Context: an optimization exercise on an open-source flow, tuned for small area, a short achievable clock period and few clock cycles. The choices shown serve that exercise and are no tape-out recipe.
Function was checked by simulation only, so behaviour that the tests miss may differ from the original.
No activity file was given, so power comes from the tool's default toggle rates.

<file path="flow/flow/run.sh">
#!/bin/bash
# Standard layout; timing repair aims for setup slack of at least MARGIN ns
# at the design's clock period, so that it works on the design's real
# critical paths; ports are buffered with buf_2. Each step's full output
# goes to its own log file here.
set -euo pipefail
MARGIN=7.8
bash standard.sh synth > synth.log 2>&1
bash standard.sh SETUP_SLACK_MARGIN=$MARGIN \
    "BUFFER_PORTS_ARGS=-buffer_cell sky130_fd_sc_hd__buf_2" finish > layout.log 2>&1
</file>
<file path="flow/standard.sh">
#!/bin/bash
# synth_recipe.tcl (not shown) runs the flow's synth.tcl, then flattens the netlist and writes it again
# the make line also repeats each setting of config.mk as NAME=value (left out here)
make -C /OpenROAD-flow-scripts/flow DESIGN_CONFIG=/design/flow/config.mk WORK_HOME=/design/flow/orfs CLKGATE_MAP_FILE= SYNTH_SCRIPT=/design/flow/synth_recipe.tcl "${@:-finish}"
</file>
<file path="flow/config.mk">
export PLATFORM = sky130hd
export DESIGN_NAME = dps_top
export DESIGN_NICKNAME = dps_top
export VERILOG_FILES = /design/flow/design.v
export SDC_FILE = /design/flow/constraint.sdc
export NUM_CORES = 4
export LEC_CHECK = 0
export ABC_CLOCK_PERIOD_IN_PS = 2500
export CAP_MARGIN = 20
export CORE_MARGIN = 2
export CORE_UTILIZATION = 60
export GPL_TIMING_DRIVEN = 0
export PLACE_DENSITY = 0.7
export SLEW_MARGIN = 20
</file>
<file path="flow/constraint.sdc">
create_clock -name core_clock -period 11.0 [get_ports {clk}]
set_input_delay 2.2000 -clock core_clock [delete_from_list [all_inputs] [get_ports {clk}]]
set_output_delay 2.2000 -clock core_clock [all_outputs]
set_load 0.01 [all_outputs]
</file>
<file path="flow/design.v">
module dps_spi (
    input  wire       clk,
    input  wire       rst,
    input  wire       go,
    input  wire [7:0] tx_byte,
    input  wire       tx_dc,
    input  wire       tx_last,
    output wire       rdy,
    output wire       idle,
    output wire       act_o,
    output wire [3:0] idx,
    output reg        spi_cs_n,
    output reg        spi_dc,
    output reg        spi_sclk,
    output reg        spi_mosi
);
    reg       act;
    reg       lst;
    reg [6:0] sh;
    reg [2:0] bc;
    wire bdone = act & spi_sclk & (bc == 3'd0);
    assign rdy   = ~act | (bdone & ~lst);
    assign idle  = ~act & spi_cs_n;
    assign act_o = act;
    assign idx   = {~bc, spi_sclk};
    always @(posedge clk) begin
        if (rst) begin
            act      <= 1'b0;
            spi_cs_n <= 1'b1;
            spi_sclk <= 1'b0;
        end else if (go) begin
            act      <= 1'b1;
            spi_cs_n <= 1'b0;
            spi_sclk <= 1'b0;
        end else if (act) begin
            spi_sclk <= ~spi_sclk;
            if (bdone) begin
                act <= 1'b0;
                if (lst) spi_cs_n <= 1'b1;
            end
        end
    end
    always @(posedge clk) begin
        if (go) begin
            spi_mosi <= tx_byte[7];
            sh       <= tx_byte[6:0];
            bc       <= 3'd7;
            lst      <= tx_last;
            spi_dc   <= tx_dc;
        end else if (act & spi_sclk) begin
            spi_mosi <= sh[6];
            sh       <= {sh[5:0], 1'b0};
            bc       <= bc - 3'd1;
        end
    end
endmodule
module dps_init_rom (
    input  wire [8:0] idx,
    output reg  [8:0] entry,
    output reg  [3:0] knext
);
    always @(*) begin
        case (idx)
            9'd192: entry = {1'b0, 8'h11};
            9'd304: entry = {1'b0, 8'h3A};
            9'd305: entry = {1'b1, 8'h05};
            9'd306: entry = {1'b0, 8'hB0};
            9'd307: entry = {1'b1, 8'h00};
            9'd308: entry = {1'b1, 8'hE8};
            9'd309: entry = {1'b0, 8'hB2};
            9'd310: entry = {1'b1, 8'h0C};
            9'd311: entry = {1'b1, 8'h0C};
            9'd312: entry = {1'b1, 8'h00};
            9'd313: entry = {1'b1, 8'h33};
            9'd314: entry = {1'b1, 8'h33};
            9'd315: entry = {1'b0, 8'hB7};
            9'd316: entry = {1'b1, 8'h35};
            9'd317: entry = {1'b0, 8'hBB};
            9'd318: entry = {1'b1, 8'h35};
            9'd319: entry = {1'b0, 8'hC0};
            9'd320: entry = {1'b1, 8'h2C};
            9'd321: entry = {1'b0, 8'hC2};
            9'd322: entry = {1'b1, 8'h01};
            9'd323: entry = {1'b0, 8'hC3};
            9'd324: entry = {1'b1, 8'h13};
            9'd325: entry = {1'b0, 8'hC4};
            9'd326: entry = {1'b1, 8'h20};
            9'd327: entry = {1'b0, 8'hC6};
            9'd328: entry = {1'b1, 8'h0F};
            9'd329: entry = {1'b0, 8'hD0};
            9'd330: entry = {1'b1, 8'hA4};
            9'd331: entry = {1'b1, 8'hA1};
            9'd332: entry = {1'b0, 8'hD6};
            9'd333: entry = {1'b1, 8'hA1};
            9'd334: entry = {1'b0, 8'hE0};
            9'd335: entry = {1'b1, 8'hF0};
            9'd336: entry = {1'b1, 8'h00};
            9'd337: entry = {1'b1, 8'h04};
            9'd338: entry = {1'b1, 8'h04};
            9'd339: entry = {1'b1, 8'h04};
            9'd340: entry = {1'b1, 8'h05};
            9'd341: entry = {1'b1, 8'h29};
            9'd342: entry = {1'b1, 8'h33};
            9'd343: entry = {1'b1, 8'h3E};
            9'd344: entry = {1'b1, 8'h38};
            9'd345: entry = {1'b1, 8'h12};
            9'd346: entry = {1'b1, 8'h12};
            9'd347: entry = {1'b1, 8'h28};
            9'd348: entry = {1'b1, 8'h30};
            9'd349: entry = {1'b0, 8'hE1};
            9'd350: entry = {1'b1, 8'hF0};
            9'd351: entry = {1'b1, 8'h07};
            9'd352: entry = {1'b1, 8'h0A};
            9'd353: entry = {1'b1, 8'h0D};
            9'd354: entry = {1'b1, 8'h0B};
            9'd355: entry = {1'b1, 8'h07};
            9'd356: entry = {1'b1, 8'h28};
            9'd357: entry = {1'b1, 8'h33};
            9'd358: entry = {1'b1, 8'h3E};
            9'd359: entry = {1'b1, 8'h36};
            9'd360: entry = {1'b1, 8'h14};
            9'd361: entry = {1'b1, 8'h14};
            9'd362: entry = {1'b1, 8'h29};
            9'd363: entry = {1'b1, 8'h32};
            9'd364: entry = {1'b0, 8'h36};
            9'd365: entry = {1'b1, 8'h20};
            9'd366: entry = {1'b0, 8'h21};
            9'd414: entry = {1'b0, 8'h29};
            9'd448: entry = {1'b0, 8'h2A};
            9'd449: entry = {1'b1, 8'h00};
            9'd450: entry = {1'b1, 8'h00};
            9'd451: entry = {1'b1, 8'h00};
            9'd452: entry = {1'b1, 8'h00};
            9'd453: entry = {1'b0, 8'h2B};
            9'd454: entry = {1'b1, 8'h00};
            9'd455: entry = {1'b1, 8'h00};
            9'd456: entry = {1'b1, 8'h00};
            9'd457: entry = {1'b1, 8'h00};
            9'd458: entry = {1'b0, 8'h2C};
            9'd464: entry = {1'b0, 8'h36};
            9'd465: entry = {1'b1, 8'h20};
            9'd470: entry = {1'b1, 8'h00};
            9'd479: entry = {1'b1, 8'h00};
            9'd480: entry = {1'b1, 8'h00};
            default: entry = 9'h000;
        endcase
    end
    always @(*) begin
        case (idx)
            9'd63: knext = 4'd3;
            9'd191: knext = 4'd8;
            9'd303: knext = 4'd8;
            9'd304: knext = 4'd8;
            9'd305: knext = 4'd8;
            9'd306: knext = 4'd8;
            9'd307: knext = 4'd8;
            9'd308: knext = 4'd8;
            9'd309: knext = 4'd8;
            9'd310: knext = 4'd8;
            9'd311: knext = 4'd8;
            9'd312: knext = 4'd8;
            9'd313: knext = 4'd8;
            9'd314: knext = 4'd8;
            9'd315: knext = 4'd8;
            9'd316: knext = 4'd8;
            9'd317: knext = 4'd8;
            9'd318: knext = 4'd8;
            9'd319: knext = 4'd8;
            9'd320: knext = 4'd8;
            9'd321: knext = 4'd8;
            9'd322: knext = 4'd8;
            9'd323: knext = 4'd8;
            9'd324: knext = 4'd8;
            9'd325: knext = 4'd8;
            9'd326: knext = 4'd8;
            9'd327: knext = 4'd8;
            9'd328: knext = 4'd8;
            9'd329: knext = 4'd8;
            9'd330: knext = 4'd8;
            9'd331: knext = 4'd8;
            9'd332: knext = 4'd8;
            9'd333: knext = 4'd8;
            9'd334: knext = 4'd8;
            9'd335: knext = 4'd8;
            9'd336: knext = 4'd8;
            9'd337: knext = 4'd8;
            9'd338: knext = 4'd8;
            9'd339: knext = 4'd8;
            9'd340: knext = 4'd8;
            9'd341: knext = 4'd8;
            9'd342: knext = 4'd8;
            9'd343: knext = 4'd8;
            9'd344: knext = 4'd8;
            9'd345: knext = 4'd8;
            9'd346: knext = 4'd8;
            9'd347: knext = 4'd8;
            9'd348: knext = 4'd8;
            9'd349: knext = 4'd8;
            9'd350: knext = 4'd8;
            9'd351: knext = 4'd8;
            9'd352: knext = 4'd8;
            9'd353: knext = 4'd8;
            9'd354: knext = 4'd8;
            9'd355: knext = 4'd8;
            9'd356: knext = 4'd8;
            9'd357: knext = 4'd8;
            9'd358: knext = 4'd8;
            9'd359: knext = 4'd8;
            9'd360: knext = 4'd8;
            9'd361: knext = 4'd8;
            9'd362: knext = 4'd8;
            9'd363: knext = 4'd8;
            9'd364: knext = 4'd9;
            9'd365: knext = 4'd8;
            9'd413: knext = 4'd8;
            9'd414: knext = 4'd6;
            9'd447: knext = 4'd8;
            9'd448: knext = 4'd13;
            9'd449: knext = 4'd12;
            9'd450: knext = 4'd12;
            9'd451: knext = 4'd12;
            9'd452: knext = 4'd8;
            9'd453: knext = 4'd12;
            9'd454: knext = 4'd12;
            9'd455: knext = 4'd12;
            9'd456: knext = 4'd12;
            9'd457: knext = 4'd10;
            9'd458: knext = 4'd5;
            9'd463: knext = 4'd8;
            9'd464: knext = 4'd9;
            9'd465: knext = 4'd4;
            9'd467: knext = 4'd15;
            9'd468: knext = 4'd4;
            9'd469: knext = 4'd15;
            9'd470: knext = 4'd4;
            9'd471: knext = 4'd1;
            9'd472: knext = 4'd1;
            9'd473: knext = 4'd1;
            9'd474: knext = 4'd1;
            9'd475: knext = 4'd1;
            9'd476: knext = 4'd1;
            9'd477: knext = 4'd1;
            9'd478: knext = 4'd14;
            9'd479: knext = 4'd15;
            9'd480: knext = 4'd4;
            default: knext = 4'd0;
        endcase
    end
endmodule
module dps_top (
    input  wire       clk,
    input  wire       rst,
    input  wire       in_valid,
    input  wire [7:0] in_data,
    output wire       in_ready,
    input  wire       bus_ok,
    output wire       rsp_valid,
    output wire [7:0] rsp_data,
    input  wire       rsp_ready,
    output wire       spi_cs_n,
    output wire       spi_dc,
    output wire       spi_sclk,
    output wire       spi_mosi,
    output reg        lcd_rst_n,
    output reg  [9:0] bl_duty,
    output reg        bl_pwm,
    output reg        diag,
    output reg  [4:0] faults,
    output reg        idle
);
    localparam ST_OP = 2'd0, ST_ARG = 2'd1, ST_PROG = 2'd2, ST_STRM = 2'd3;
    localparam O_INIT = 3'd0, O_ORI = 3'd1, O_WIN = 3'd2, O_STR = 3'd3,
               O_BRI = 3'd4, O_D16 = 3'd5;
    localparam K_NOP = 4'd0, K_ROT = 4'd1, K_RSTA = 4'd2, K_RSTD = 4'd3,
               K_END = 4'd4, K_ENDW = 4'd5, K_ENDI = 4'd6,
               K_TXC = 4'd8, K_TXM = 4'd9, K_TXCB = 4'd10,
               K_TXR = 4'd12, K_TXRA = 4'd13, K_TXRH = 4'd14, K_TXI = 4'd15;
    localparam [8:0] P_INIT = 9'd0, P_WIN = 9'd448, P_ORI = 9'd464,
                     P_CMD = 9'd468, P_D8 = 9'd470, P_D16 = 9'd472;
    localparam R_HOLD = 3'd0, R_SHIN = 3'd1, R_ROT = 3'd2, R_PHA = 3'd3,
               R_PHB = 3'd4, R_MUL = 3'd5, R_STRM = 3'd6, R_DUTY = 3'd7;
    reg  [7:0]  ib;           
    reg         ibv;
    reg         in_rdy;
    reg  [1:0]  st;
    reg  [2:0]  opq;
    reg         raw;
    reg  [8:0]  S;            
    reg  [3:0]  rk;           
    reg  [63:0] R;
    reg         ready, orient, primed;
    reg         bok;          
    reg         ord;          
    reg         eq;           
    reg         hf;           
    reg         bapp;         
    reg         c1, c2, c3, c4, c5, c6;    
    reg         rspv, r0, r6, rac;
    reg  [1:0]  rj;           
    reg  [9:0]  cn;           
    assign in_ready  = in_rdy;
    assign rsp_valid = rspv;
    assign rsp_data  = {rac, r6, rac, 1'b0, rac, rac, 1'b0, r0};
    wire take = in_valid & in_rdy;
    wire [8:0] rom;
    wire [3:0] knext;
    dps_init_rom u_rom (.idx(S), .entry(rom), .knext(knext));
    wire       rdc   = rom[8];
    wire [7:0] rbyte = rom[7:0];
    wire in_op   = (st == ST_OP);
    wire in_arg  = (st == ST_ARG);
    wire in_prog = (st == ST_PROG);
    wire in_strm = (st == ST_STRM);
    wire k_tx    = rk[3];
    wire k_srcr  = rk[3] & rk[2] & ~(rk[1] & rk[0]);
    wire k_srci  = (rk == K_TXI);
    wire k_wibv  = rk[3] & rk[2] & rk[1];                
    wire k_free  = ~rk[3] & ~rk[2] & ~rk[1];             
    wire k_rst   = ~rk[3] & ~rk[2] & rk[1];              
    wire       spi_rdy, spi_idle, spi_act;
    wire [3:0] bidx;
    wire       s_last;
    wire       tx_valid = (in_prog & k_tx & (~k_wibv | ibv)) | (in_strm & ibv);
    wire       go       = tx_valid & spi_rdy;
    wire [7:0] tx_byte  = (in_strm | k_srci) ? ib :
                          k_srcr ? R[63:56] :
                          {rbyte[7] | ((rk == K_TXM) & orient), rbyte[6:0]};
    wire       tx_dc    = in_strm | k_srcr | rdc;
    wire       tx_last  = in_strm ? s_last : (rk != K_TXRH);
    dps_spi u_spi (
        .clk(clk), .rst(rst), .go(go), .tx_byte(tx_byte), .tx_dc(tx_dc),
        .tx_last(tx_last), .rdy(spi_rdy), .idle(spi_idle), .act_o(spi_act),
        .idx(bidx), .spi_cs_n(spi_cs_n), .spi_dc(spi_dc),
        .spi_sclk(spi_sclk), .spi_mosi(spi_mosi)
    );
    wire phA = in_prog & spi_act & (rk == K_TXRA);    
    wire phB = in_prog & spi_act & (rk == K_TXCB);    
    wire phM = in_prog & spi_act & (rk == K_ENDW);    
    wire i0  = (bidx == 4'd0);
    wire i15 = (bidx == 4'd15);
    wire ta = R[48], tb = R[32], tc = R[16], td = R[0];
    wire k34  = (bidx == 4'd1) | (bidx == 4'd5);
    wire k319 = (bidx <= 4'd5) | (bidx == 4'd8);
    wire k171 = (bidx == 4'd0) | (bidx == 4'd1) | (bidx == 4'd3) |
                (bidx == 4'd5) | (bidx == 4'd7);
    wire kw = orient ? k171 : k319;    
    wire kh = orient ? k319 : k171;    
    wire c1i = i0 | c1, c2i = i0 | c2, c3i = i0 | c3, c4i = i0 | c4;
    wire c5i = ~i0 & c5, c6i = ~i0 & c6;
    wire sa = ta ^ i15, sb = tb ^ i15, sc = tc ^ i15, sd = td ^ i15;
    wire xo_o = (sc & ~sa) | (sc & c1i) | (~sa & c1i);      
    wire yo_o = (sd & ~sb) | (sd & c2i) | (~sb & c2i);      
    wire xw_o = (kw & ~tc) | (kw & c3i) | (~tc & c3i);      
    wire yh_o = (kh & ~td) | (kh & c4i) | (~td & c4i);      
    wire tp = orient ? ta : tb, tq = orient ? tc : td;
    wire t1 = tp ^ k34 ^ c5i, t2 = tq ^ k34 ^ c6i;          
    wire c5o = (tp & k34) | (tp & c5i) | (k34 & c5i);
    wire c6o = (tq & k34) | (tq & c6i) | (k34 & c6i);
    wire range_ok = xo_o & yo_o & xw_o & yh_o & ~ta & ~tb;
    wire bu   = tb ^ ~ta ^ c1i;
    wire cu_o = (tb & ~ta) | (tb & c1i) | (~ta & c1i);
    wire bw   = (bu ^ c2i) & ord;
    wire cw_o = bu & c2i;
    wire w16  = cw_o & ord;
    wire bv   = td ^ ~tc ^ c3i;
    wire cv_o = (td & ~tc) | (td & c3i) | (~tc & c3i);
    wire [17:0] msum = {1'b0, R[31], R[63:48]} +
                       (R[32] ? {1'b0, R[16], R[15:0]} : 18'd0);
    wire hrot    = in_strm & (S[4:0] != 5'd31);
    wire hbit    = R[5] ^ c1;                   
    wire hz      = (R[31:5] == 27'd0);
    assign s_last = hz & (R[4:0] == 5'd1) & (raw | hf);
    wire cdec    = in_strm & go & (raw | hf);   
    wire lwrap   = (R[4:0] == 5'd0);
    wire [7:0] cm     = raw ? R[62:55] : R[63:56];
    wire       cfirst = (S[2:0] == 3'd4);
    wire       ctop   = ~R[31] & (~raw | ~R[63]);
    wire       ceq    = (cfirst ? ctop : eq) & (cm == ib);
    wire       nzero  = |{R[23:0], ib};
    wire       bgt = ib > 8'd100;
    wire [9:0] bnd = (ib == 8'd100) ? 10'd1023 : ({3'b000, ib[6:0]} * 10'd10);
    function [2:0] rspd(input [1:0] j, input o);
        reg [1:0] jj;
        begin
            jj   = j ^ {o, 1'b0};
            rspd = {jj == 2'd3, jj == 2'd1, jj == 2'd0};
        end
    endfunction
    wire ib_slow = (ib == 8'h01) | (ib == 8'h07) | (ib == 8'h10) | (ib == 8'h11);
    reg  [1:0] st_n;
    reg  [2:0] opq_n, rop;
    reg  [8:0] S_n;
    reg  [3:0] rk_n;
    reg        raw_n, ready_n, orient_n, primed_n, ord_n, eq_n, hf_n, lcd_n;
    reg        bapp_n, diag_n, cons, bset, adv, rstart;
    reg  [4:0] faults_n;
    reg        c1_n, c2_n, c3_n, c4_n, c5_n, c6_n;
    always @(*) begin
        st_n = st; opq_n = opq; raw_n = raw; S_n = S; rk_n = rk;
        ready_n = ready; orient_n = orient; primed_n = primed;
        ord_n = ord; eq_n = eq; hf_n = hf; lcd_n = lcd_rst_n;
        bapp_n = 1'b0; faults_n = faults; diag_n = 1'b0;
        c1_n = c1; c2_n = c2; c3_n = c3; c4_n = c4; c5_n = c5; c6_n = c6;
        cons = 1'b0; bset = 1'b0; adv = 1'b0; rstart = 1'b0; rop = R_HOLD;
        case (st)
            ST_OP: if (ibv & ~rspv) begin
                cons = 1'b1;
                case (ib)
                    8'h01: begin opq_n = O_INIT; S_n = 9'd7; st_n = ST_ARG; end
                    8'h02: begin opq_n = O_ORI;  S_n = 9'd7; st_n = ST_ARG; end
                    8'h03: begin opq_n = O_WIN;  S_n = 9'd0; st_n = ST_ARG; end
                    8'h04, 8'h05: begin
                        opq_n = O_STR; raw_n = ib[0]; S_n = 9'd4; st_n = ST_ARG;
                    end
                    8'h06: begin opq_n = O_BRI;  S_n = 9'd7; st_n = ST_ARG; end
                    8'h07: rstart = 1'b1;
                    8'h10: begin
                        st_n = ST_PROG; S_n = P_CMD; rk_n = K_TXI; primed_n = 1'b0;
                    end
                    8'h11: begin
                        st_n = ST_PROG; S_n = P_D8; rk_n = K_TXI; primed_n = 1'b0;
                    end
                    8'h12: begin
                        opq_n = O_D16; S_n = 9'd7; st_n = ST_ARG; primed_n = 1'b0;
                    end
                    default: faults_n[0] = 1'b1;
                endcase
            end
            ST_ARG: if (ibv) begin
                cons = (opq != O_INIT);
                S_n  = S + 9'd1;
                if (opq == O_WIN || opq == O_STR || opq == O_D16) rop = R_SHIN;
                if (opq == O_STR) eq_n = ceq;
                if (S[2:0] == 3'd7) begin
                    case (opq)
                        O_INIT: begin
                            primed_n = 1'b0;
                            if (bok) begin
                                st_n = ST_PROG; S_n = P_INIT; rk_n = K_RSTA;
                            end else begin
                                cons = 1'b1; ready_n = 1'b0; st_n = ST_OP;
                                rstart = 1'b1;
                            end
                        end
                        O_ORI: begin
                            st_n = ST_OP;
                            if (ib > 8'd1) begin
                                faults_n[0] = 1'b1;
                            end else begin
                                if (!ready) faults_n[1] = 1'b1;
                                orient_n = ib[0]; primed_n = 1'b0;
                                st_n = ST_PROG; S_n = P_ORI; rk_n = K_TXC;
                            end
                        end
                        O_WIN: begin
                            if (!ready) faults_n[1] = 1'b1;
                            primed_n = 1'b1;
                            st_n = ST_PROG; S_n = P_WIN; rk_n = K_TXC;
                        end
                        O_STR: begin
                            if (!ready) faults_n[1] = 1'b1;
                            if (!primed) faults_n[3] = 1'b1;
                            else if (!ceq) faults_n[4] = 1'b1;
                            primed_n = 1'b0; hf_n = 1'b0; S_n = 9'd31;
                            st_n = nzero ? ST_STRM : ST_OP;
                        end
                        O_BRI: begin
                            if (!ready) faults_n[1] = 1'b1;
                            bset = 1'b1; st_n = ST_OP;
                        end
                        default: begin
                            st_n = ST_PROG; S_n = P_D16; rk_n = K_ROT;
                        end
                    endcase
                end
            end
            ST_PROG: begin
                if (k_tx) begin
                    if (go) begin
                        adv = 1'b1;
                        if (k_srcr) rop = R_ROT;
                        if (k_srci) cons = 1'b1;
                    end
                end else if (k_free) begin
                    adv = 1'b1;
                    if (rk[0]) rop = R_ROT;
                end else if (k_rst) begin
                    if (spi_idle) begin lcd_n = rk[0]; adv = 1'b1; end
                end else if (rk == K_ENDW) begin
                    if (spi_act & i15) st_n = ST_OP;
                end else if (rk == K_ENDI) begin
                    if (spi_idle) begin
                        ready_n = 1'b1; bset = 1'b1; cons = 1'b1; rstart = 1'b1;
                        st_n = ST_OP;
                    end
                end else begin
                    st_n = ST_OP;
                end
                if (adv) begin S_n = S + 9'd1; rk_n = knext; end
                if (phA) begin
                    rop = R_PHA;
                    c1_n = xo_o; c2_n = yo_o; c3_n = xw_o; c4_n = yh_o;
                    c5_n = c5o; c6_n = c6o;
                    if (i15) begin
                        if (!range_ok) faults_n[2] = 1'b1;
                        ord_n = xo_o & yo_o;
                    end
                end
                if (phB) begin
                    rop = R_PHB; c1_n = cu_o; c2_n = cw_o; c3_n = cv_o;
                end
                if (phM) rop = R_MUL;
            end
            default: begin    
                rop = R_STRM;
                if (hrot) begin
                    S_n = S + 9'd1;
                    c1_n = c1 & ~R[5];
                end
                if (cdec & lwrap) begin
                    S_n = 9'd4; c1_n = 1'b1;
                end
                if (go) begin
                    cons = 1'b1;
                    hf_n = ~hf & ~raw;
                    if (s_last) st_n = ST_OP;
                end
            end
        endcase
        if (bset) begin
            rop = R_DUTY;
            bapp_n = ~bgt;
            diag_n = bgt;
        end
    end
    wire rtake = rspv & rsp_ready;
    always @(posedge clk) begin
        if (rst) begin
            rspv <= 1'b0;
        end else if (rstart) begin
            rspv <= 1'b1;
        end else if (rtake & (rj == 2'd3)) begin
            rspv <= 1'b0;
        end
        if (rstart) begin
            if (in_op) begin                    
                rj <= 2'd0; {rac, r6, r0} <= rspd(2'd0, orient);
            end else begin                      
                rj <= 2'd3; {rac, r6, r0} <= {2'b00, in_prog};
            end
        end else if (rtake) begin
            rj <= rj + 2'd1; {rac, r6, r0} <= rspd(rj + 2'd1, orient);
        end
    end
    wire [9:0] duty_n = bapp ? R[25:16] : bl_duty;
    wire ibv_n = take | (ibv & ~cons);
    wire fast_n = (in_op & ~rspv & ~(ibv & ib_slow)) |
                  (in_arg & ~((S[2:0] == 3'd7) & (ibv | (opq == O_INIT)))) |
                  (in_arg & (S[2:0] == 3'd7) & ibv & (opq == O_STR) & ~spi_act) |
                  (in_prog & (((rk == K_ENDW) & spi_act & i15) | (rk == K_END))) |
                  (in_strm & go & s_last);
    always @(posedge clk) begin
        if (take) ib <= in_data;
        bok <= bus_ok;
        if (rst) begin
            ibv <= 1'b0; in_rdy <= 1'b0; st <= ST_OP;
            ready <= 1'b0; orient <= 1'b0; primed <= 1'b0;
            lcd_rst_n <= 1'b1; faults <= 5'd0; diag <= 1'b0;
            idle <= 1'b0; bapp <= 1'b0;
            bl_duty <= 10'd0; bl_pwm <= 1'b0; cn <= 10'd1;
        end else begin
            ibv <= ibv_n;
            in_rdy <= ~ibv_n | fast_n;
            st <= st_n;
            ready <= ready_n; orient <= orient_n; primed <= primed_n;
            lcd_rst_n <= lcd_n; faults <= faults_n; diag <= diag_n;
            bapp <= bapp_n;
            idle <= in_op & ~ibv & spi_idle & ~bapp & ~rspv & ~take;
            if (bapp) bl_duty <= R[25:16];
            bl_pwm <= cn < duty_n;
            cn <= cn + 10'd1;
        end
        opq <= opq_n; raw <= raw_n; S <= S_n; rk <= rk_n;
        ord <= ord_n; eq <= eq_n; hf <= hf_n;
        c1 <= c1_n; c2 <= c2_n; c3 <= c3_n; c4 <= c4_n; c5 <= c5_n; c6 <= c6_n;
    end
    wire opB  = (rop == R_SHIN) | (rop == R_ROT);       
    wire opA  = (rop == R_PHA);
    wire opBB = (rop == R_PHB);
    wire opM  = (rop == R_MUL);
    wire opS  = (rop == R_STRM);
    wire opD  = (rop == R_DUTY);
    wire [63:0] bsh = {R[55:0], (rop == R_ROT) ? R[63:56] : ib};
    wire top63 = opA ? (orient ? tb : ta) : opM ? msum[16] : bw;
    wire top47 = opA ? (orient ? td : tc) : opM ? msum[0] : bv;
    wire top31 = opA ? t1 : opM ? msum[17] : opS ? hbit : (i15 ? w16 : R[16]);
    wire top15 = opA ? t2 : opS ? R[16] : bw;
    wire b16   = (opBB & i15) ? w16 : R[17];
    wire [63:0] rsh = {top63, R[63:49], top47, R[47:33], top31, R[31:18], b16,
                       top15, R[15:1]};
    wire shr   = opA | opBB;
    wire srot  = opS & hrot;
    always @(posedge clk) begin
        if (opB) begin
            R <= bsh;
        end else begin
            if (shr) R[63:48] <= rsh[63:48];
            else if (opM) R[63:48] <= msum[16:1];
            if (shr | opM) R[47:32] <= rsh[47:32];
            if (shr | opM | srot) R[31] <= rsh[31];
            if (shr | srot) R[30:5] <= rsh[30:5];
            else if (opD) R[25:16] <= bnd;
            if (shr) R[4:0] <= rsh[4:0];
            else if (opS & cdec) R[4:0] <= R[4:0] - 5'd1;
        end
    end
endmodule
</file>
==> impl_metrics.prom, run 1 <==
# TYPE chip_impl_metric gauge
chip_impl_info{name="synth-main-ff-cell",value="sky130_fd_sc_hd__edfxtp_1"} 1
chip_impl_metric{name="detail_route.vias_per_cell",unit=""} 6.91
chip_impl_info{name="mostFrequentLayoutCell",value="sky130_fd_sc_hd__nand2_1"} 1
chip_impl_metric{name="internal_power",unit="mW"} 1.42
chip_impl_metric{name="power.leakage",unit="nW"} 5.27
chip_impl_metric{name="mean_post_synth_cell_area",unit="sq um"} 8.41
chip_impl_metric{name="global_route_usage_sum",unit="%"} 39.8
chip_impl_metric{name="tns",unit="ns"} 0
chip_impl_metric{name="drt_wl_total",unit="um"} 43000
chip_impl_metric{name="cp_data_arrival_time",unit="ns"} 1.09
chip_impl_metric{name="floorplan.die.width",unit="um"} 145
chip_impl_metric{name="numClockSinks",unit=""} 158
chip_impl_info{name="critical_path.startpoint_type",value="flop"} 1
chip_impl_info{name="status",value="complete, no violations"} 1
chip_impl_metric{name="min_period_over_period",unit="%"} 29.9
chip_impl_metric{name="global_route.overflow_total",unit=""} 0
chip_impl_info{name="path_cells",value="buf_6 > buf_6"} 1
chip_impl_metric{name="regToRegSetupSlack",unit="ns"} 7.79
chip_impl_metric{name="yosys.area.top_type_share",unit="%"} 27.8
chip_impl_metric{name="postSynth.asyncResetShare",unit="%"} 0
chip_impl_metric{name="worstSetupPathDepth",unit=""} 2
chip_impl_metric{name="worst_path_largest_cell_delay",unit="ns"} 0.40
chip_impl_metric{name="antenna_violations_before_repair",unit=""} 1
chip_impl_info{name="r2r_start",value="S[3]$_DFFE_PP_"} 1
chip_impl_info{name="netlist_top_cells_area",value="sky130_fd_sc_hd__edfxtp_1 28%, sky130_fd_sc_hd__dfxtp_1 7.9%, sky130_fd_sc_hd__ha_1 5.7%, sky130_fd_sc_hd__nand2_1 5.2%, sky130_fd_sc_hd__nor2_1 4.7%"} 1
chip_impl_metric{name="cts_buffer_depth",unit=""} 2
chip_impl_metric{name="worst_clock_skew",unit="ns"} 0.0207
chip_impl_metric{name="synth.distinct_cells",unit=""} 97
chip_impl_metric{name="final-instance-count-excl-fill",unit=""} 1795
chip_impl_metric{name="netlist_instances",unit=""} 1425
chip_impl_metric{name="grt_pass1_wl",unit="um"} 65300
chip_impl_metric{name="clock_share_of_power",unit="%"} 23.9
chip_impl_metric{name="start_util",unit="%"} 61.3
chip_impl_metric{name="drc",unit=""} 0
chip_impl_metric{name="synth_seq_area_share",unit="%"} 35.7
chip_impl_metric{name="postRouteAntennaNets",unit=""} 0
chip_impl_metric{name="crit_buf_inv",unit=""} 2
chip_impl_metric{name="fp.dieH",unit="um"} 145
chip_impl_metric{name="power-per-cell-area",unit="nW/um^2"} 187
chip_impl_metric{name="num_io_pins",unit=""} 46
chip_impl_metric{name="period_minus_slack",unit="ns"} 3.29
chip_impl_metric{name="tritoncts.num_buffers",unit=""} 17
chip_impl_metric{name="finalSetupViolCount",unit=""} 0
chip_impl_info{name="critPathLaunch",value="r0$_DFFE_PP_"} 1
chip_impl_metric{name="power.total",unit="mW"} 2.56
chip_impl_metric{name="power.share.sequential",unit="%"} 30.8
chip_impl_metric{name="cts.reportedPaths.clkPinSlew",unit="ns"} 0.08
chip_impl_metric{name="clk_latency",unit="ns"} 0.45
chip_impl_metric{name="timing.slew.headroom",unit="%"} 24.8
chip_impl_metric{name="drive_gt1_share",unit="%"} 14.0
chip_impl_info{name="worstSetupPathType",value="reg -> out"} 1
chip_impl_metric{name="clock.fmax",unit="MHz"} 304
chip_impl_metric{name="final.hold.worst_slack",unit="ns"} 0.446
chip_impl_info{name="hp-class",value="reg -> reg"} 1
chip_impl_metric{name="htree_num_levels",unit=""} 4
chip_impl_info{name="critical-path-top-cell-by-count",value="sky130_fd_sc_hd__buf_6"} 1
chip_impl_metric{name="vdd_drop_max",unit="mV"} 0.129
chip_impl_info{name="worst_r2r_endpoint",value="rk[3]$_DFFE_PP_"} 1
chip_impl_metric{name="yosys_warnings",unit=""} 3
chip_impl_metric{name="area_of_the_die",unit="sq um"} 21100
chip_impl_metric{name="finalWeightedCongestion",unit=""} 1.02
chip_impl_info{name="worst_path_dominant_cell_family",value="flip-flops"} 1
chip_impl_metric{name="port_buffers",unit=""} 42
chip_impl_metric{name="path_max_fanout",unit=""} 1
chip_impl_metric{name="core-area",unit="sq um"} 19500
chip_impl_metric{name="final_hold_viol_count",unit=""} 0
chip_impl_metric{name="drt_iter0_markers",unit=""} 2042
chip_impl_info{name="clockRootBuffer",value="sky130_fd_sc_hd__clkbuf_16"} 1
chip_impl_info{name="yosysTopAreaCell",value="sky130_fd_sc_hd__edfxtp_1"} 1
chip_impl_metric{name="reg2regPathDepth",unit=""} 8
chip_impl_metric{name="first_global_vias",unit=""} 11500
chip_impl_metric{name="dp_wirelength",unit="um"} 31000
chip_impl_metric{name="number_of_enable_flip_flop_cells_after_synthesis",unit=""} 111
chip_impl_info{name="cts_tree",value="done"} 1
chip_impl_metric{name="slew_viol_final",unit=""} 0
chip_impl_metric{name="worst_slew_pin_slew",unit="ns"} 1.11
chip_impl_metric{name="areaGrowthSynthToFinish",unit="%"} 14.1
chip_impl_metric{name="final_net_count",unit=""} 1591
chip_impl_metric{name="crit_required",unit="ns"} 8.80
chip_impl_metric{name="netlist_area",unit="sq um"} 12000
chip_impl_metric{name="post_drt_wl_per_cell",unit="um"} 24.0
chip_impl_info{name="rsz0062_at_grt",value="yes"} 1
chip_impl_info{name="worst_setup_path_end_kind",value="output pin"} 1
chip_impl_metric{name="first_pass_iters",unit=""} 8
chip_impl_metric{name="power_switching_share",unit="%"} 44.6
chip_impl_metric{name="cap_viol_max_count",unit=""} 0
chip_impl_info{name="highest_count_cells_in_the_layout_ignoring_fill_and_taps",value="163 x sky130_fd_sc_hd__nand2_1, 146 x sky130_fd_sc_hd__nor2_1, 111 x sky130_fd_sc_hd__edfxtp_1, 85 x sky130_fd_sc_hd__a21oi_1, 83 x sky130_fd_sc_hd__o21ai_0"} 1
chip_impl_metric{name="switching_power_total",unit="mW"} 1.14
chip_impl_metric{name="combPwrFrac",unit="%"} 45.2
chip_impl_metric{name="ys_seq_elements",unit=""} 158
chip_impl_info{name="worstSetupEndpoint",value="rsp_data[0]"} 1
chip_impl_metric{name="grt_start_max_net_pins",unit=""} 19
chip_impl_metric{name="vias",unit=""} 12400
chip_impl_metric{name="post-place-cells",unit=""} 1733
chip_impl_info{name="cpMaxStageDelayCell",value="sky130_fd_sc_hd__edfxtp_1"} 1
chip_impl_metric{name="insertedDiodeCount",unit=""} 0
chip_impl_metric{name="floorplan.rows",unit=""} 51
-- area by class of cell --
type | instances | area (sq um)
flip-flops and latches | 158 | 4280
clock buffers | 17 | 425
inverters | 58 | 223
plain buffers | 105 | 526
fillers | 1570 | 5850
clock inverters | 15 | 173
repair buffers | 72 | 489
well taps | 265 | 332
multi-input cells | 1105 | 7220
-- power by group through the flow --
stage	clock (mW)	sequential (mW)	combinational [mW]
floorplan	0	0.776	0.726
global route	0.633	0.796	1.24
global placement	0	0.794	1.04
finish	0.614	0.790	1.16
CTS	0.608	0.787	1.08
detailed placement	0	0.797	1.04
-- layer usage --
layer | vias to the layer above | GRT usage (%) | part of all wire (%)
met2 | 1029 | 58.0 | 43
li1 | 5417 | - | -
met1 | 5771 | 53.7 | 38
met3 | 192 | 11.9 | 14
met4 | 0 | 20.4 | 5.2
met5 | - | 0 | 0
-- worst min-delay path by stage --
stage	startpoint	endpoint	slack (ns)	depth (start not counted)
5_1_grt	cn[0]$_SDFF_PP1_	cn[0]$_SDFF_PP1_	0.46	1
2_1_floorplan	cn[0]$_SDFF_PP1_	cn[0]$_SDFF_PP1_	0.40	1
6_report	cn[0]$_SDFF_PP1_	cn[0]$_SDFF_PP1_	0.45	1
3_3_place_gp	cn[0]$_SDFF_PP1_	cn[0]$_SDFF_PP1_	0.42	1
4_1_cts	cn[0]$_SDFF_PP1_	cn[0]$_SDFF_PP1_	0.44	1
3_5_place_dp	cn[0]$_SDFF_PP1_	cn[0]$_SDFF_PP1_	0.43	1
-- metrics by stage --
stage / utilization (%) / setup slack, ns / area, sq um
after global placement: 64.1 / 6.83 / 12500
final: 70.0 / 7.71 / 13700
after floorplan: - / 7.89 / 12000
after global routing: 70.0 / 7.69 / 13700
after detailed placement: 64.2 / 6.88 / 12500
after CTS: 68.7 / 7.74 / 13400
-- repair_timing --
item,in CTS,in global routing
setup endpoints to repair,154,136
setup buffers,8,22
hold buffers,0,0
resized for setup,55,38
pin swaps,3,11
-- cells in the mapped netlist (25+ instances only) --
| library cell | count |
|---|---|
| sky130_fd_sc_hd__nand2b_1 | 25 |
| sky130_fd_sc_hd__dfxtp_1 | 47 |
| sky130_fd_sc_hd__nand3_1 | 36 |
| sky130_fd_sc_hd__inv_1 | 54 |
| sky130_fd_sc_hd__ha_1 | 55 |
| sky130_fd_sc_hd__xnor2_1 | 25 |
| sky130_fd_sc_hd__a21oi_1 | 85 |
| sky130_fd_sc_hd__a211oi_1 | 30 |
| sky130_fd_sc_hd__nor3_1 | 35 |
| sky130_fd_sc_hd__o21ai_0 | 84 |
| sky130_fd_sc_hd__clkbuf_1 | 73 |
| sky130_fd_sc_hd__nor2_1 | 149 |
| sky130_fd_sc_hd__edfxtp_1 | 111 |
| sky130_fd_sc_hd__nand2_1 | 167 |
| sky130_fd_sc_hd__nor2b_1 | 27 |
| sky130_fd_sc_hd__mux2i_1 | 37 |
-- registers in the layout, summed over array words and instances, names as in the netlist, 2 cells and up --
register  cells
st            2
ib            8
u_spi.bc      3
rj            2
opq           3
rk            4
R            64
bl_duty      10
u_spi.sh      7
faults        5
cn           10
S             9
-- cells by family (layout without fill, tap and decap cells) --
group | Yosys count | in the layout | share of synthesized area [%]
and+or+nand+nor | 587 | 587 | 24.4
muxes | 42 | 42 | 3.56
adders and majority gates | 63 | 63 | 6.91
xor gates and xnor gates | 43 | 43 | 3.14
DFF | 158 | 158 | 35.7
buffers and inverters | 163 | 267 | 5.56
other | 1 | 2 | 0.0313
AOI/OAI and AO/OA | 368 | 368 | 20.7
Testbench counts, summed over its fixed seeds: cycles 1,014,566.
==> run 2, diff against run 1 <==
--- a/flow/config.mk
+++ b/flow/config.mk
@@ -9,6 +9,9 @@
 export CAP_MARGIN = 20
 export CORE_MARGIN = 2
 export CORE_UTILIZATION = 60
-export GPL_TIMING_DRIVEN = 0
+export CTS_BUF_LIST = sky130_fd_sc_hd__clkbuf_16
+export CTS_CLUSTER_DIAMETER = 100
+export CTS_CLUSTER_SIZE = 50
+export GPL_TIMING_DRIVEN = 1
 export PLACE_DENSITY = 0.7
 export SLEW_MARGIN = 20
==> run 2 against run 1 <==
Compared with the run above: synthesized cell count unchanged; die area stayed put; combinational power is 15% lower; critical path type unchanged.
==> impl_metrics.prom, run 2 <==
# TYPE chip_impl_metric gauge
chip_impl_info{name="status",value="complete, no violations"} 1
chip_impl_metric{name="worst_clock_skew",unit="ns"} 0.0166
chip_impl_metric{name="met1_length",unit="um"} 15700
chip_impl_info{name="yosysTopAreaCell",value="sky130_fd_sc_hd__edfxtp_1"} 1
chip_impl_metric{name="tritoncts.num_buffers",unit=""} 17
chip_impl_info{name="r2r_start",value="S[0]$_DFFE_PP_"} 1
chip_impl_metric{name="clk_latency",unit="ns"} 0.45
chip_impl_metric{name="number_of_enable_flip_flop_cells_after_synthesis",unit=""} 111
chip_impl_metric{name="timing.slew.headroom",unit="%"} 37.6
chip_impl_metric{name="met2_wirelength_from_detailed_routing",unit="um"} 16100
chip_impl_metric{name="drive_gt1_share",unit="%"} 13.0
chip_impl_info{name="highest_count_cells_in_the_layout_ignoring_fill_and_taps",value="162 x sky130_fd_sc_hd__nand2_1, 147 x sky130_fd_sc_hd__nor2_1, 111 x sky130_fd_sc_hd__edfxtp_1, 85 x sky130_fd_sc_hd__a21oi_1, 81 x sky130_fd_sc_hd__o21ai_0"} 1
chip_impl_metric{name="num_io_pins",unit=""} 46
chip_impl_metric{name="post-place-cells",unit=""} 1638
chip_impl_metric{name="fin_ws",unit="ns"} 7.82
chip_impl_metric{name="drt_wl_total",unit="um"} 37600
chip_impl_metric{name="reg2regPathDepth",unit=""} 11
chip_impl_metric{name="place_area",unit="sq um"} 12200
chip_impl_metric{name="n_fill_cell",unit=""} 1674
chip_impl_metric{name="min_period_over_period",unit="%"} 28.9
chip_impl_metric{name="finalSetupViolCount",unit=""} 0
chip_impl_metric{name="regToRegSetupSlack",unit="ns"} 7.89
chip_impl_metric{name="synth.distinct_cells",unit=""} 97
chip_impl_metric{name="vias",unit=""} 11400
chip_impl_metric{name="cts.reportedPaths.clkPinSlew",unit="ns"} 0.07
chip_impl_metric{name="detail_route.vias_per_cell",unit=""} 6.70
chip_impl_info{name="mostFrequentLayoutCell",value="sky130_fd_sc_hd__nand2_1"} 1
chip_impl_info{name="largestRegisters",value="R: 64 flops, bl_duty: 10 flops, cn: 10 flops"} 1
chip_impl_info{name="rsz0062_at_grt",value="yes"} 1
chip_impl_info{name="worst_hold_path.endpoint",value="cn[0]$_SDFF_PP1_"} 1
chip_impl_metric{name="netlist_instances",unit=""} 1425
chip_impl_metric{name="floorplan.die.width",unit="um"} 145
chip_impl_metric{name="power-per-cell-area",unit="nW/um^2"} 182
chip_impl_info{name="clockRootBuffer",value="sky130_fd_sc_hd__clkbuf_16"} 1
chip_impl_metric{name="start_util",unit="%"} 61.3
chip_impl_info{name="worst_r2r_endpoint",value="R[18]$_DFFE_PP_"} 1
chip_impl_metric{name="cts_buffer_depth",unit=""} 2
chip_impl_info{name="netlist_top_cells_area",value="sky130_fd_sc_hd__edfxtp_1 28%, sky130_fd_sc_hd__dfxtp_1 7.9%, sky130_fd_sc_hd__ha_1 5.7%, sky130_fd_sc_hd__nand2_1 5.2%, sky130_fd_sc_hd__nor2_1 4.7%"} 1
chip_impl_info{name="worstSetupPathType",value="reg -> out"} 1
chip_impl_info{name="most_common_cell_in_the_synthesized_netlist",value="sky130_fd_sc_hd__nand2_1"} 1
chip_impl_metric{name="areaGrowthSynthToFinish",unit="%"} 9.95
chip_impl_metric{name="final_hold_viol_count",unit=""} 0
chip_impl_metric{name="dp_wirelength",unit="um"} 26300
chip_impl_info{name="synth_top_cells_by_count",value="167 x sky130_fd_sc_hd__nand2_1, 149 x sky130_fd_sc_hd__nor2_1, 111 x sky130_fd_sc_hd__edfxtp_1, 85 x sky130_fd_sc_hd__a21oi_1, 84 x sky130_fd_sc_hd__o21ai_0"} 1
chip_impl_info{name="cts_tree",value="done"} 1
chip_impl_metric{name="insertedDiodeCount",unit=""} 0
chip_impl_metric{name="hold_path_depth",unit=""} 1
chip_impl_metric{name="first_global_vias",unit=""} 10200
chip_impl_metric{name="yosys_warnings",unit=""} 3
chip_impl_metric{name="numClockSinks",unit=""} 158
chip_impl_metric{name="yosys.area.top_type_share",unit="%"} 27.8
chip_impl_metric{name="antenna_violations_before_repair",unit=""} 0
chip_impl_metric{name="power.leakage",unit="nW"} 5.04
chip_impl_metric{name="core-area",unit="sq um"} 19500
chip_impl_metric{name="htree_num_levels",unit=""} 4
chip_impl_metric{name="period_minus_slack",unit="ns"} 3.18
chip_impl_metric{name="crit_buf_inv",unit=""} 1
chip_impl_metric{name="cp_data_arrival_time",unit="ns"} 0.98
chip_impl_metric{name="port_buffers",unit=""} 43
chip_impl_metric{name="drc",unit=""} 0
chip_impl_metric{name="netlist_area",unit="sq um"} 12000
chip_impl_metric{name="postSynth.asyncResetShare",unit="%"} 0
chip_impl_metric{name="postRouteAntennaNets",unit=""} 0
chip_impl_metric{name="global_route.overflow_total",unit=""} 0
chip_impl_metric{name="synth_seq_area_share",unit="%"} 35.7
chip_impl_metric{name="ys_seq_elements",unit=""} 158
chip_impl_metric{name="area_of_the_die",unit="sq um"} 21100
chip_impl_metric{name="crit_required",unit="ns"} 8.80
chip_impl_info{name="critical_path.startpoint_type",value="flop"} 1
chip_impl_metric{name="tns",unit="ns"} 0
chip_impl_info{name="synth-main-ff-cell",value="sky130_fd_sc_hd__edfxtp_1"} 1
chip_impl_metric{name="grt_pass1_wl",unit="um"} 57500
chip_impl_metric{name="path_max_fanout",unit=""} 3
chip_impl_metric{name="drt_iter0_markers",unit=""} 1491
chip_impl_metric{name="first_pass_iters",unit=""} 7
chip_impl_metric{name="worst_path_largest_cell_delay",unit="ns"} 0.39
chip_impl_metric{name="mean_post_synth_cell_area",unit="sq um"} 8.41
chip_impl_metric{name="worst_slew_pin_slew",unit="ns"} 0.936
chip_impl_info{name="cpMaxStageDelayCell",value="sky130_fd_sc_hd__dfxtp_1"} 1
chip_impl_info{name="hold_path_start",value="cn[0]$_SDFF_PP1_"} 1
chip_impl_metric{name="fin_util",unit="%"} 67.5
chip_impl_metric{name="global_route_usage_sum",unit="%"} 34.6
chip_impl_info{name="topRoutingLayerUsed",value="met4"} 1
chip_impl_metric{name="placement.setup.worst_slack",unit="ns"} 6.81
chip_impl_metric{name="cap_viol_max_count",unit=""} 0
chip_impl_metric{name="post_drt_wl_per_cell",unit="um"} 22.1
chip_impl_metric{name="final_net_count",unit=""} 1497
chip_impl_metric{name="final-instance-count-excl-fill",unit=""} 1701
chip_impl_metric{name="final_design_instance_area_without_fill",unit="sq um"} 13200
chip_impl_metric{name="slew_viol_final",unit=""} 0
chip_impl_info{name="hp-class",value="reg -> reg"} 1
chip_impl_metric{name="floorplan.rows",unit=""} 51
chip_impl_metric{name="wl_met3",unit="um"} 4510
chip_impl_metric{name="largest_reg_flops",unit=""} 64
chip_impl_info{name="largest-register",value="R"} 1
chip_impl_info{name="worst_path_dominant_cell_family",value="flip-flops"} 1
chip_impl_metric{name="vdd_drop_max",unit="mV"} 0.139
chip_impl_info{name="worst_setup_path_end_kind",value="output pin"} 1
chip_impl_metric{name="grt_start_max_net_pins",unit=""} 74
chip_impl_metric{name="fp.dieH",unit="um"} 145
chip_impl_metric{name="finalWeightedCongestion",unit=""} 0.998
chip_impl_metric{name="clock.fmax",unit="MHz"} 315
chip_impl_info{name="path_cells",value="buf_2"} 1
==> run 2: layer usage <==
metal  track usage, %  vias up
li1                 -     5240
met1             49.9     5302
met2             50.7      749
met3             8.18      107
met4             12.4        0
met5                0        -
==> run 2: final cells by class <==
class / instances / area [sq um] / share of cell area, %
sequential: 158 / 4280 / 32.5
inverter: 58 / 224 / 1.70
clock buffer: 17 / 425 / 3.23
tap: 265 / 332 / 2.52
clock inverter: 15 / 130 / 0.988
timing repair buffer: 83 / 564 / 4.28
multi-input combinational: 1105 / 7210 / 54.8
==> run 2: timing repair <==
item,4_1_cts,5_1_grt
setup buffers,12,19
hold buffers,0,0
gates resized for setup,39,16
endpoints found under the setup margin,159,48
pin swaps,3,5
==> run 2: cells by family after synthesis <==
| family | synth area share, % |
|---|---|
| AO/OA/AOI/OAI | 20.7 |
| XOR/XNOR | 3.14 |
| adder cells (fa/ha/maj) | 6.91 |
| buffers and inverters | 5.56 |
| flip-flops | 35.7 |
| multiplexers | 3.56 |
| other | 0.0313 |
| AND/OR/NAND/NOR | 24.4 |
==> run 2: power breakdown <==
group	switching [mW]	internal [mW]
Clock	0.276	0.297
Sequential	0.118	0.726
Combinational	0.631	0.355
Total	1.02	1.38
==> run 2: how the worst max path moves through the flow <==
stage / start / end / slack (ns) / cells past startpoint
floorplan: rst / bl_duty[9]$_SDFF_PP0_ / 7.89 / 4
global placement: st[0]$_SDFFE_PP0P_ / R[60]$_DFFE_PP_ / 6.90 / 10
detailed placement: st[0]$_SDFFE_PP0P_ / R[38]$_DFFE_PP_ / 6.81 / 10
CTS: u_spi.spi_cs_n$_SDFFE_PP1P_ / spi_cs_n / 7.81 / 1
global route: R[32]$_DFFE_PP_ / R[61]$_DFFE_PP_ / 7.79 / 12
finish: u_spi.spi_cs_n$_SDFFE_PP1P_ / spi_cs_n / 7.82 / 1
==> run 2: per-stage QoR <==
stage               total power, mW  hold WS [ns]
detailed placement             1.74         0.418
floorplan                      1.50         0.397
global placement               1.74         0.414
finish                         2.40         0.437
global route                   2.51         0.453
CTS                            2.34         0.436

==> what the ideal ports hide <==
In the flow no input, the clock included, has a driving cell. The finished layouts below were timed again as built, in two steps. Step 1: set_driving_cell puts a clkbuf_16 on clk and a buf_2 on each other input, an assumption about the parent block. Step 2 moves the port delays by t, midway between the first and last clock arrival at a register: inputs arrive t later, outputs are due t later. That takes back most of the time a late clock gives input paths. a / b / c = ideal ports / drivers / drivers and shift; a / b = the first two.
run	t (ns)	setup WS [ns]	worst setup path at the end	worst register clock-pin slew, ns
run 1	0.495	7.714 / 7.664 / 7.534	input to register	0.08 / 0.08
run 2	0.488	7.824 / 7.774 / 7.563	input to register	0.07 / 0.07
After both steps setup and hold are still met in every run listed. The setup slack of run 2, which loses most, moves by -0.050 ns with the drivers and by -0.261 ns with both steps.
